What follows belongs to an exercise in optimizing a design on an open flow for small area, a short achievable clock period and few clock cycles; a production flow would make more cautious choices. Power is estimated from default activity; no workload was simulated.

## onyx
==> flow/design.v <==
module sdr_frame_tx (
    input  wire       clk,
    input  wire       rst,
    input  wire       in_valid,
    output wire       in_ready,
    input  wire [7:0] in_data,
    output wire       out_valid,
    input  wire       out_ready,
    output wire [7:0] out_data,
    output wire       done
);
    localparam [2:0]  T_NONE = 3'd0,    
                      T_TRAIN = 3'd1, T_START = 3'd2, T_DATA = 3'd3,
                      T_PARITY = 3'd4, T_END = 3'd5, T_DONE = 3'd6;
    function automatic [6:0] lfsr8(input [6:0] st);
        integer j;
        reg [6:0] r;
        begin
            r = st;
            for (j = 0; j < 8; j = j + 1)
                r = {r[0] ^ r[4], r[6:1]};
            lfsr8 = r;
        end
    endfunction
    function automatic [6:0] ham_enc(input [3:0] d);
        ham_enc = {d, d[3] ^ d[2] ^ d[0], d[3] ^ d[1] ^ d[0], d[2] ^ d[1] ^ d[0]};
    endfunction
    function automatic [31:0] crc_nib(input [31:0] r0, input [3:0] d);
        integer j;
        reg [31:0] r;
        begin
            r = r0 ^ {28'd0, d};
            for (j = 0; j < 4; j = j + 1)
                r = r[0] ? ((r >> 1) ^ 32'hEDB88320) : (r >> 1);
            crc_nib = r;
        end
    endfunction
    function automatic [7:0] eos_byte(input [3:0] j);
        case (j)
            4'd0, 4'd5: eos_byte = 8'h45;
            4'd1, 4'd6: eos_byte = 8'h4F;
            4'd2, 4'd7: eos_byte = 8'h53;
            4'd3, 4'd8: eos_byte = 8'h00;
            default:    eos_byte = 8'hFF;
        endcase
    endfunction
    reg  [95:0] br_q;      
    reg  [95:0] ar_q;      
    reg  [4:0]  ph_q;      
    reg  [31:0] crc_q;
    reg  [6:0]  ks_q;      
    reg  [5:0]  cur_q;     
    reg  [7:0]  od_q;      
    reg         ov_q;
    reg  [7:0]  sk_q;      
    reg         skv_q;
    reg  [2:0]  ft_q;      
    reg  [2:0]  slot_q;    
    reg  [7:0]  gid_q;
    reg         eosm_q;    
    reg  [3:0]  fill_q;    
    reg         full_q;    
    reg         rdy_q;     
    reg         done_q;
    assign out_valid = ov_q;
    assign out_data  = od_q;
    assign in_ready  = rdy_q;
    assign done      = done_q;
    wire is_d = (ft_q == T_DATA);
    wire is_p = (ft_q == T_PARITY);
    wire pay  = (cur_q >= 6'd23) && (cur_q <= 6'd42);
    wire [5:0] pidx = cur_q - 6'd23;
    wire aligned = (ph_q == pidx[4:0]);
    wire ld   = (ft_q != T_DONE) && !(ft_q == T_NONE && cur_q == 6'd20) && !skv_q &&
                (!pay || aligned);
    wire take = in_valid && rdy_q;
    wire main_free = !ov_q || out_ready;
    wire [3:0] onib = (is_d ? br_q[95:92] : 4'd0) | (is_p ? ar_q[95:92] : 4'd0);
    wire [3:0] cnib = ph_q[0] ? ((is_d ? br_q[3:0] : 4'd0) | (is_p ? ar_q[3:0] : 4'd0))
                              : ((is_d ? br_q[91:88] : 4'd0) | (is_p ? ar_q[91:88] : 4'd0));
    wire [31:0] crc_f = ~crc_q;
    wire [7:0]  key   = {ks_q[0], ks_q[1], ks_q[2], ks_q[3], ks_q[4], ks_q[5], ks_q[6],
                         ks_q[0] ^ ks_q[4]};
    wire        scr   = (cur_q >= 6'd20) && (cur_q <= 6'd46);
    reg [7:0] vb;
    always @* begin
        vb = 8'h00;
        if (pay)
            vb = {1'b0, ham_enc(onib)};
        else case (cur_q)
            6'd20: vb = {5'd0, ft_q};
            6'd21: vb = (is_d || is_p) ? gid_q : 8'h00;
            6'd22: vb = {5'd0, is_p, 1'b0, 1'b0} | (is_d ? {5'd0, slot_q} : 8'h00);
            6'd43: vb = crc_f[31:24];
            6'd44: vb = crc_f[23:16];
            6'd45: vb = crc_f[15:8];
            6'd46: vb = crc_f[7:0];
            default: vb = 8'h00;
        endcase
    end
    reg [7:0] fb;
    always @* begin
        if (scr)
            fb = key ^ vb;
        else if (cur_q == 6'd47)
            fb = 8'h00;
        else if (cur_q[5:2] == 4'd4)
            fb = (cur_q[1:0] == 2'd0) ? 8'h1A : (cur_q[1:0] == 2'd1) ? 8'hCF :
                 (cur_q[1:0] == 2'd2) ? 8'hFC : 8'h1D;
        else
            fb = 8'hAA;
    end
    wire upd       = ld && pay && is_d;             
    wire frame_end = ld && (cur_q == 6'd47);
    wire [3:0] ahead = (slot_q != 3'd0) ? ar_q[95:92] : 4'd0;
    always @(posedge clk) begin
        br_q <= {take ? in_data[3:0] : br_q[91:88], br_q[87:0],
                 take ? in_data[7:4] : br_q[95:92]};
        ar_q <= {ar_q[91:0], upd ? ahead ^ br_q[95:92] : ar_q[95:92]};
        if (ld && !(cur_q >= 6'd43 && cur_q <= 6'd46))
            crc_q <= pay ? crc_nib(crc_q, cnib) : 32'hFFFFFFFF;
        if (ld)
            ks_q <= scr ? lfsr8(ks_q) : 7'h7F;
        if (main_free)
            od_q <= skv_q ? sk_q : fb;
        if (ld && !main_free)
            sk_q <= fb;
    end
    wire [4:0] ph_n   = (ph_q == 5'd23) ? 5'd0 : ph_q + 5'd1;
    wire [3:0] fill_n = take ? ((fill_q == 4'd9) ? 4'd0 : fill_q + 4'd1) : fill_q;
    wire       full_n = take ? (fill_q == 4'd9) : (full_q && !(upd && cur_q == 6'd42));
    always @(posedge clk) begin
        if (rst) begin
            ph_q   <= 5'd1;      
            cur_q  <= 6'd0;
            ov_q   <= 1'b0;
            ft_q   <= T_TRAIN;
            slot_q <= 3'd0;
            gid_q  <= 8'd1;
            fill_q <= 4'd0;
            full_q <= 1'b0;
            rdy_q  <= 1'b0;
            skv_q  <= 1'b0;
            done_q <= 1'b0;
        end else begin
            ph_q   <= ph_n;
            fill_q <= fill_n;
            full_q <= full_n;
            rdy_q  <= !full_n && (ph_n == {fill_n, 1'b0});
            done_q <= (ft_q == T_DONE) && !ov_q && !skv_q;
            if (main_free)
                ov_q <= skv_q || ld;
            if (skv_q)
                skv_q <= !main_free;
            else
                skv_q <= ld && !main_free;
            if (ld)
                cur_q <= (cur_q == 6'd47) ? 6'd0 : cur_q + 6'd1;
            if (ft_q == T_NONE && full_q) begin
                if (eosm_q)
                    ft_q  <= (slot_q != 3'd0) ? T_PARITY : T_END;
                else
                    ft_q  <= T_DATA;
            end
            if (frame_end) begin
                case (ft_q)
                    T_TRAIN: begin
                        slot_q <= (slot_q == 3'd3) ? 3'd0 : slot_q + 3'd1;
                        if (slot_q == 3'd3) ft_q <= T_START;
                    end
                    T_START: begin
                        slot_q <= (slot_q == 3'd2) ? 3'd0 : slot_q + 3'd1;
                        if (slot_q == 3'd2) ft_q <= T_NONE;
                    end
                    T_DATA: begin
                        slot_q <= slot_q + 3'd1;
                        ft_q   <= (slot_q == 3'd3) ? T_PARITY : T_NONE;
                    end
                    T_PARITY: begin
                        slot_q <= 3'd0;
                        gid_q  <= (gid_q == 8'd255) ? 8'd1 : gid_q + 8'd1;
                        ft_q   <= T_NONE;    
                    end
                    default: begin
                        slot_q <= slot_q + 3'd1;
                        if (slot_q == 3'd2) ft_q <= T_DONE;
                    end
                endcase
            end
        end
    end
    always @(posedge clk)
        if (take)
            eosm_q <= (fill_q == 4'd0 || eosm_q) && (in_data == eos_byte(fill_q));
endmodule
clock: 15.0 ns
lec_check: 0
cap_margin: 20
core_margin: 2
core_utilization: 40
slew_margin: 20
standard.sh (not shown) runs the stock make flow with config.mk's settings and CLKGATE_MAP_FILE= SYNTH_SCRIPT=/design/flow/synth_recipe.tcl, a recipe that flattens the netlist after the stock synthesis.
==> flow/flow/run.sh <==
#!/bin/bash
# Standard layout, with timing repair aimed well below the 15 ns clock period
# (the constraints are unchanged; only repair_timing's setup margin grows).
set -euo pipefail
cd "$(dirname "$0")/.."
export SETUP_SLACK_MARGIN=11
bash standard.sh > standard_make.log 2>&1
[inputs] zinc vs onyx
-- flow/design.v --
<<< onyx, line 53
    reg  [7:0]  od_q;      
    reg         ov_q;
    reg  [7:0]  sk_q;      
    reg         skv_q;
    reg  [2:0]  ft_q;      
    reg  [2:0]  slot_q;    
    reg  [7:0]  gid_q;
    reg         eosm_q;    
    reg  [3:0]  fill_q;    
>>> zinc, line 53
    reg  [7:0]  od_q;      
    reg         ov_q;
    reg  [2:0]  ft_q;      
    reg  [1:0]  rep_q;
    reg  [2:0]  slot_q;
    reg  [7:0]  gid_q;
    reg         eos_q;     
    reg         eosm_q;    
    reg  [3:0]  fill_q;    
<<< onyx, line 72
    wire [5:0] pidx = cur_q - 6'd23;
    wire aligned = (ph_q == pidx[4:0]);
    wire ld   = (ft_q != T_DONE) && !(ft_q == T_NONE && cur_q == 6'd20) && !skv_q &&
                (!pay || aligned);
    wire take = in_valid && rdy_q;
    wire main_free = !ov_q || out_ready;
    wire [3:0] onib = (is_d ? br_q[95:92] : 4'd0) | (is_p ? ar_q[95:92] : 4'd0);
    wire [3:0] cnib = ph_q[0] ? ((is_d ? br_q[3:0] : 4'd0) | (is_p ? ar_q[3:0] : 4'd0))
>>> zinc, line 72
    wire [5:0] pidx = cur_q - 6'd23;
    wire aligned = (ph_q == pidx[4:0]);
    wire main_free = !ov_q || out_ready;
    wire ld   = (ft_q != T_DONE) && !(ft_q == T_NONE && cur_q == 6'd20) && main_free &&
                (!pay || aligned);
    wire take = in_valid && rdy_q;
    wire [3:0] onib = (is_d ? br_q[95:92] : 4'd0) | (is_p ? ar_q[95:92] : 4'd0);
    wire [3:0] cnib = ph_q[0] ? ((is_d ? br_q[3:0] : 4'd0) | (is_p ? ar_q[3:0] : 4'd0))
<<< onyx, line 122
        if (ld)
            ks_q <= scr ? lfsr8(ks_q) : 7'h7F;
        if (main_free)
            od_q <= skv_q ? sk_q : fb;
        if (ld && !main_free)
            sk_q <= fb;
    end
    wire [4:0] ph_n   = (ph_q == 5'd23) ? 5'd0 : ph_q + 5'd1;
>>> zinc, line 122
        if (ld)
            ks_q <= scr ? lfsr8(ks_q) : 7'h7F;
        if (rst)
            od_q <= 8'hAA;
        else if (ld)
            od_q <= fb;
    end
    wire [4:0] ph_n   = (ph_q == 5'd23) ? 5'd0 : ph_q + 5'd1;
<<< onyx, line 132
    always @(posedge clk) begin
        if (rst) begin
            ph_q   <= 5'd1;      
            cur_q  <= 6'd0;
            ov_q   <= 1'b0;
            ft_q   <= T_TRAIN;
            slot_q <= 3'd0;
            gid_q  <= 8'd1;
            fill_q <= 4'd0;
            full_q <= 1'b0;
            rdy_q  <= 1'b0;
            skv_q  <= 1'b0;
            done_q <= 1'b0;
        end else begin
>>> zinc, line 132
    always @(posedge clk) begin
        if (rst) begin
            ph_q   <= 5'd2;      
            cur_q  <= 6'd1;
            ov_q   <= 1'b1;
            ft_q   <= T_TRAIN;
            rep_q  <= 2'd0;
            slot_q <= 3'd0;
            gid_q  <= 8'd1;
            eos_q  <= 1'b0;
            fill_q <= 4'd0;
            full_q <= 1'b0;
            rdy_q  <= 1'b0;
            done_q <= 1'b0;
        end else begin
<<< onyx, line 148
            full_q <= full_n;
            rdy_q  <= !full_n && (ph_n == {fill_n, 1'b0});
            done_q <= (ft_q == T_DONE) && !ov_q && !skv_q;
            if (main_free)
                ov_q <= skv_q || ld;
            if (skv_q)
                skv_q <= !main_free;
            else
                skv_q <= ld && !main_free;
            if (ld)
                cur_q <= (cur_q == 6'd47) ? 6'd0 : cur_q + 6'd1;
            if (ft_q == T_NONE && full_q) begin
                if (eosm_q)
                    ft_q  <= (slot_q != 3'd0) ? T_PARITY : T_END;
                else
                    ft_q  <= T_DATA;
            end
>>> zinc, line 149
            full_q <= full_n;
            rdy_q  <= !full_n && (ph_n == {fill_n, 1'b0});
            done_q <= (ft_q == T_DONE) && !ov_q;
            if (main_free)
                ov_q <= ld;
            if (ld)
                cur_q <= (cur_q == 6'd47) ? 6'd0 : cur_q + 6'd1;
            if (ft_q == T_NONE && full_q) begin
                if (eosm_q) begin
                    eos_q <= 1'b1;
                    ft_q  <= (slot_q != 3'd0) ? T_PARITY : T_END;
                end else
                    ft_q  <= T_DATA;
            end
<<< onyx, line 166
                case (ft_q)
                    T_TRAIN: begin
                        slot_q <= (slot_q == 3'd3) ? 3'd0 : slot_q + 3'd1;
                        if (slot_q == 3'd3) ft_q <= T_START;
                    end
                    T_START: begin
                        slot_q <= (slot_q == 3'd2) ? 3'd0 : slot_q + 3'd1;
                        if (slot_q == 3'd2) ft_q <= T_NONE;
                    end
                    T_DATA: begin
>>> zinc, line 164
                case (ft_q)
                    T_TRAIN: begin
                        rep_q <= rep_q + 2'd1;
                        if (rep_q == 2'd3) ft_q <= T_START;
                    end
                    T_START: begin
                        rep_q <= (rep_q == 2'd2) ? 2'd0 : rep_q + 2'd1;
                        if (rep_q == 2'd2) ft_q <= T_NONE;
                    end
                    T_DATA: begin
<<< onyx, line 180
                        slot_q <= 3'd0;
                        gid_q  <= (gid_q == 8'd255) ? 8'd1 : gid_q + 8'd1;
                        ft_q   <= T_NONE;    
                    end
                    default: begin
                        slot_q <= slot_q + 3'd1;
                        if (slot_q == 3'd2) ft_q <= T_DONE;
                    end
                endcase
>>> zinc, line 178
                        slot_q <= 3'd0;
                        gid_q  <= (gid_q == 8'd255) ? 8'd1 : gid_q + 8'd1;
                        ft_q   <= eos_q ? T_END : T_NONE;
                    end
                    default: begin
                        rep_q <= rep_q + 2'd1;
                        if (rep_q == 2'd2) ft_q <= T_DONE;
                    end
                endcase
Notes after the runs:
Compare onyx and zinc | share of the clock period used by the worst path lower: onyx
As of zinc, post-route total power had fallen by a few percent compared to onyx.
Relative to onyx, post-layout utilization of the core has increased by 2.5 points in zinc.
Re data-path buffer share of cell area in the final layout: onyx and zinc aren't equal, and the higher value belongs to zinc.
On signed area change from the synthesized netlist to the final layout, the lower figure sits with onyx, not zinc.
Compared to onyx, zinc has final worst clock skew 3.6 ps lower.
Cell count of zinc exceeds that of onyx by a few percent.
Going from onyx to zinc, met1 usage in global routing saw an increase, number of filler instances in the final layout saw a decrease.
Headroom to the max-slew limit, onyx and zinc, higher one = zinc.
Diff onyx -> zinc | number of gates resized after CTS | up by more than half
zinc vs. onyx: wire length went up by 1300 um.
Routed via count: onyx and zinc compared, lower one is onyx
Function was not checked in any run of this note: the RTL went through the layout flow alone.

[separate check: timing with driven ports]
No port has a modelled driver above. Below, the same layouts with a new extraction and two added sets of constraints.
Step 1 assumes that a clkbuf_16 drives the clock port and a buf_2 every other input.
Step 2, shift: input delay + t, output delay - t, t = (earliest + latest rising clock arrival at the registers) / 2. This alone moves slack from input paths to output paths.
a / b / c = ideal / step 1 / step 2; a / b = the first two.
| run | t, ns | setup WS [ns] | worst register clock-pin slew, ns |
|---|---|---|---|
| onyx | 0.589 | 10.955 / 10.906 / 10.489 | 0.07 / 0.07 |
| zinc | 0.584 | 10.914 / 10.929 / 10.345 | 0.07 / 0.07 |
After both steps setup and hold are still met in every run listed. For zinc, which loses most, drivers alone change the setup slack by +0.015 ns; drivers and shift together by -0.569 ns.
